What follows belongs to an exercise in optimizing a design on an open flow for small area, a short achievable clock period and few clock cycles; a production flow would make more cautious choices.
The RTL was checked by simulation tests, not by an equivalence proof against the original design.
Power is estimated from default activity; no workload was simulated.

==> run a <==
// vs_layout
module vs_layout (
    input  wire        clk,
    input  wire        rst,
    input  wire        start,
    input  wire [4:0]  fmt,
    input  wire [14:0] w,
    input  wire [14:0] h,
    output reg         done,
    output wire [3:0]  errcode,    
    output wire [1:0]  nplanes,
    output wire [31:0] total,
    output wire [14:0] p0_w, p1_w, p2_w,
    output wire [14:0] p0_h, p1_h, p2_h,
    output wire [16:0] p0_stride, p1_stride, p2_stride,
    output wire [31:0] p0_offset, p1_offset, p2_offset,
    output wire [31:0] p0_size, p1_size, p2_size,
    output wire [1:0]  p0_role, p1_role, p2_role
);
clock: 14.0 ns
lec_check: 0
abc_area: 1
cap_margin: 20
core_margin: 2
core_utilization: 60
setup_slack_margin: 5
slew_margin: 20
standard.sh (not shown) runs the stock make flow with config.mk's settings and CLKGATE_MAP_FILE= SYNTH_SCRIPT=/design/flow/synth_recipe.tcl, a recipe that flattens the netlist after the stock synthesis.
==> flow/flow/run.sh <==
#!/bin/bash
# The standard layout, with the port buffers made of the plain buffer
# sky130_fd_sc_hd__buf_1 instead of ORFS's default choice (a delay cell),
# and timing repair aiming at a setup slack of 6.6 ns.
set -euo pipefail
cd "$(dirname "$0")/.."
export BUFFER_PORTS_ARGS="-buffer_cell sky130_fd_sc_hd__buf_1"
bash standard.sh SETUP_SLACK_MARGIN=6.6 finish > standard_flow.log 2>&1
==> run b (differences from run a) <==
==> flow/flow/run.sh (replaced) <==
#!/bin/bash
# The standard layout, with the port buffers made of the plain buffer
# sky130_fd_sc_hd__buf_1 instead of ORFS's default choice (a delay cell).
set -euo pipefail
cd "$(dirname "$0")/.."
export BUFFER_PORTS_ARGS="-buffer_cell sky130_fd_sc_hd__buf_1"
bash standard.sh > standard_flow.log 2>&1
==> run c (differences from run a) <==
==> flow/flow/run.sh (replaced) <==
#!/bin/bash
# The standard layout, with the port buffers made of the plain buffer
# sky130_fd_sc_hd__buf_1 instead of ORFS's default choice (a delay cell).
set -euo pipefail
cd "$(dirname "$0")/.."
export BUFFER_PORTS_ARGS="-buffer_cell sky130_fd_sc_hd__buf_1"
bash standard.sh > standard_flow.log 2>&1
ABC_AREA = not set   (was 1)
==> run d (differences from run a) <==
==> flow/flow/run.sh (replaced) <==
#!/bin/bash
# The standard layout, with the port buffers made of the plain buffer
# sky130_fd_sc_hd__buf_1 instead of ORFS's default choice (a delay cell).
set -euo pipefail
cd "$(dirname "$0")/.."
export BUFFER_PORTS_ARGS="-buffer_cell sky130_fd_sc_hd__buf_1"
bash standard.sh > standard_flow.log 2>&1
ABC_AREA = not set   (was 1)
CORE_UTILIZATION = 68   (was 60)
==> out/qor.yml <==
synth:
  ys_top_cells_by_count: "inv_1 (257), fa_1 (211), buf_4 (202)"
  synth_compound_area_share_pct: 14.2
  synthTopCellsByArea: "fa_1 (21%), dfxtp_1 (13%), ha_1 (11%)"
hold_path:
  hp-start: "rst"
pwr:
  p_total_mw: 4.73
  p_leak_nw: 9.57
finish:
  drive_gt1_share_pct: 4.68
  nonClkBufAreaFrac_pct: 7.56
  inverters_excl_clock: 257
  mostFrequentLayoutCell: "buf_1"
place:
  place_ws_ns: 5.17
  dp_cells: 2884
worst_setup_path:
  critical_path_depth: 23
  path_cells: "fa_1 -> ha_1 -> a2111o_1 -> a21oi_4 -> o31ai_4 -> a21boi_2 -> o21bai_1 -> fa_1 -> xor2_1 -> a22oi_1 -> o21ai_2 -> buf_4 -> ha_1 -> and4_1 -> nand2_1 -> a211oi_1 -> nor2_1 -> o211ai_1 -> o31a_1 -> a21oi_2 -> o21ai_1 -> xor2_1 -> buf_1"
  cpPeakStageDelay_ns: 0.47
routing:
  wl_met2_um: 25100
timing:
  fin_hold_ws_ns: 2.52
  slew-limit-headroom_pct: 20.7
  rsz0062_at_grt: "yes"
status:
  outcome: "timing/DRC/antenna clean"
The numbers above come from run d.

==> out/qor.yml <==
synth:
  synthTopCellsByArea: "fa_1 (20%), dfxtp_1 (12%), nand2_1 (12%)"
  synth_compound_area_share_pct: 9.58
  ys_top_cells_by_count: "nand2_1 (653), inv_1 (500), nor2_1 (305)"
status:
  outcome: "timing/DRC/antenna clean"
timing:
  final_max_slew_viol_count: 0
finish:
  drive_gt1_share_pct: 15.1
  mostFrequentLayoutCell: "nand2_1"
worst_setup_path:
  cpPeakStageDelay_ns: 0.60
  critical_path_depth: 21
pwr:
  p_leak_nw: 12.3
  p_total_mw: 5.67
routing:
  routed.top_layer: "met4"
  wl_met2_um: 30100
  initialDrtViolationCount: 1345
place:
  place_ws_ns: 5.63
  dp_cells: 3622
hold_path:
  hp-start: "w[1]"
The numbers above come from run a.

==> out/qor.yml <==
clock_network:
  clkTransAtPathRegs_ns: 0.06
timing:
  rsz0062_at_grt: "no"
  finalSetupTns_ns: 0
  slew-limit-headroom_pct: 21.2
  fin_hold_ws_ns: 2.52
finish:
  mostFrequentLayoutCell: "buf_1"
  inverters_excl_clock: 257
  drive_gt1_share_pct: 4.99
  nonClkBufAreaFrac_pct: 7.71
routing:
  wl_met2_um: 24600
synth:
  synthTopCellsByArea: "fa_1 (21%), dfxtp_1 (13%), ha_1 (11%)"
  ys_top_cells_by_count: "inv_1 (257), fa_1 (211), buf_4 (202)"
place:
  place_ws_ns: 5.08
  dp_cells: 2949
worst_setup_path:
  critical_path_depth: 24
status:
  outcome: "timing/DRC/antenna clean"
pwr:
  p_leak_nw: 9.63
The numbers above come from run c.

==> out/qor.yml <==
status:
  outcome: "timing/DRC/antenna clean"
worst_setup_path:
  critical_path_depth: 24
  cpPeakStageDelay_ns: 0.55
  path_cells: "fa_1 -> ha_1 -> nand3_1 -> nand3_1 -> nand2_1 -> nand2_1 -> nand2_1 -> nand2_1 -> fa_1 -> xor2_1 -> a22oi_1 -> o21ai_2 -> ha_1 -> nand2_1 -> nor4_1 -> nand2_1 -> nand2_1 -> nand2_1 -> nand3_1 -> nand2_1 -> nand2_1 -> nand2_1 -> nor2_1 -> buf_1"
finish:
  nonClkBufAreaFrac_pct: 6.41
  drive_gt1_share_pct: 3.75
  final_cell_area_um2: 21800
synth:
  synthTopCellsByArea: "fa_1 (20%), dfxtp_1 (12%), nand2_1 (12%)"
  ys_top_cells_by_count: "nand2_1 (653), inv_1 (500), nor2_1 (305)"
pwr:
  p_leak_nw: 11.5
timing:
  slew-limit-headroom_pct: 46.8
  fin_hold_ws_ns: 2.50
place:
  place_ws_ns: 5.57
hold_path:
  hp-start: "rst"
The numbers above come from run b.

Testbench counts of run a, summed over its fixed seeds: cycles 3,200.
Testbench counts of run b, summed over its fixed seeds: cycles 3,200.
Testbench counts of run c, summed over its fixed seeds: cycles 3,200.
Testbench counts of run d, summed over its fixed seeds: cycles 3,200.

==> separate check: timing with driven ports <==
How much do the figures lean on ideal ports? The routed layouts below were timed once more, with nothing changed but the port constraints.
Step 1, drivers: a clkbuf_16 drives clk and a buf_2 each remaining input, both assumed.
Step 2 times the ports against the registers' clock, not the clock port: input delays grow and output delays shrink by t, the midpoint of the rising clock arrivals with the driver on.
a / b / c = ideal / step 1 / step 2; a / b = the first two.
| run | t (ns) | setup slack, ns | latest minus earliest clock arrival (ns) |
|---|---|---|---|
| run a | 0.490 | 6.578 / 6.527 / 6.296 | 0.014 / 0.015 |
| run b | 0.494 | 5.520 / 5.469 / 5.564 | 0.021 / 0.021 |
| run c | 0.476 | 5.206 / 5.153 / 5.010 | 0.012 / 0.012 |
| run d | 0.477 | 5.255 / 5.206 / 5.119 | 0.012 / 0.012 |
After both steps setup and hold are still met in every run listed. The setup slack of run a, which loses most, moves by -0.051 ns with the drivers and by -0.282 ns with both steps.
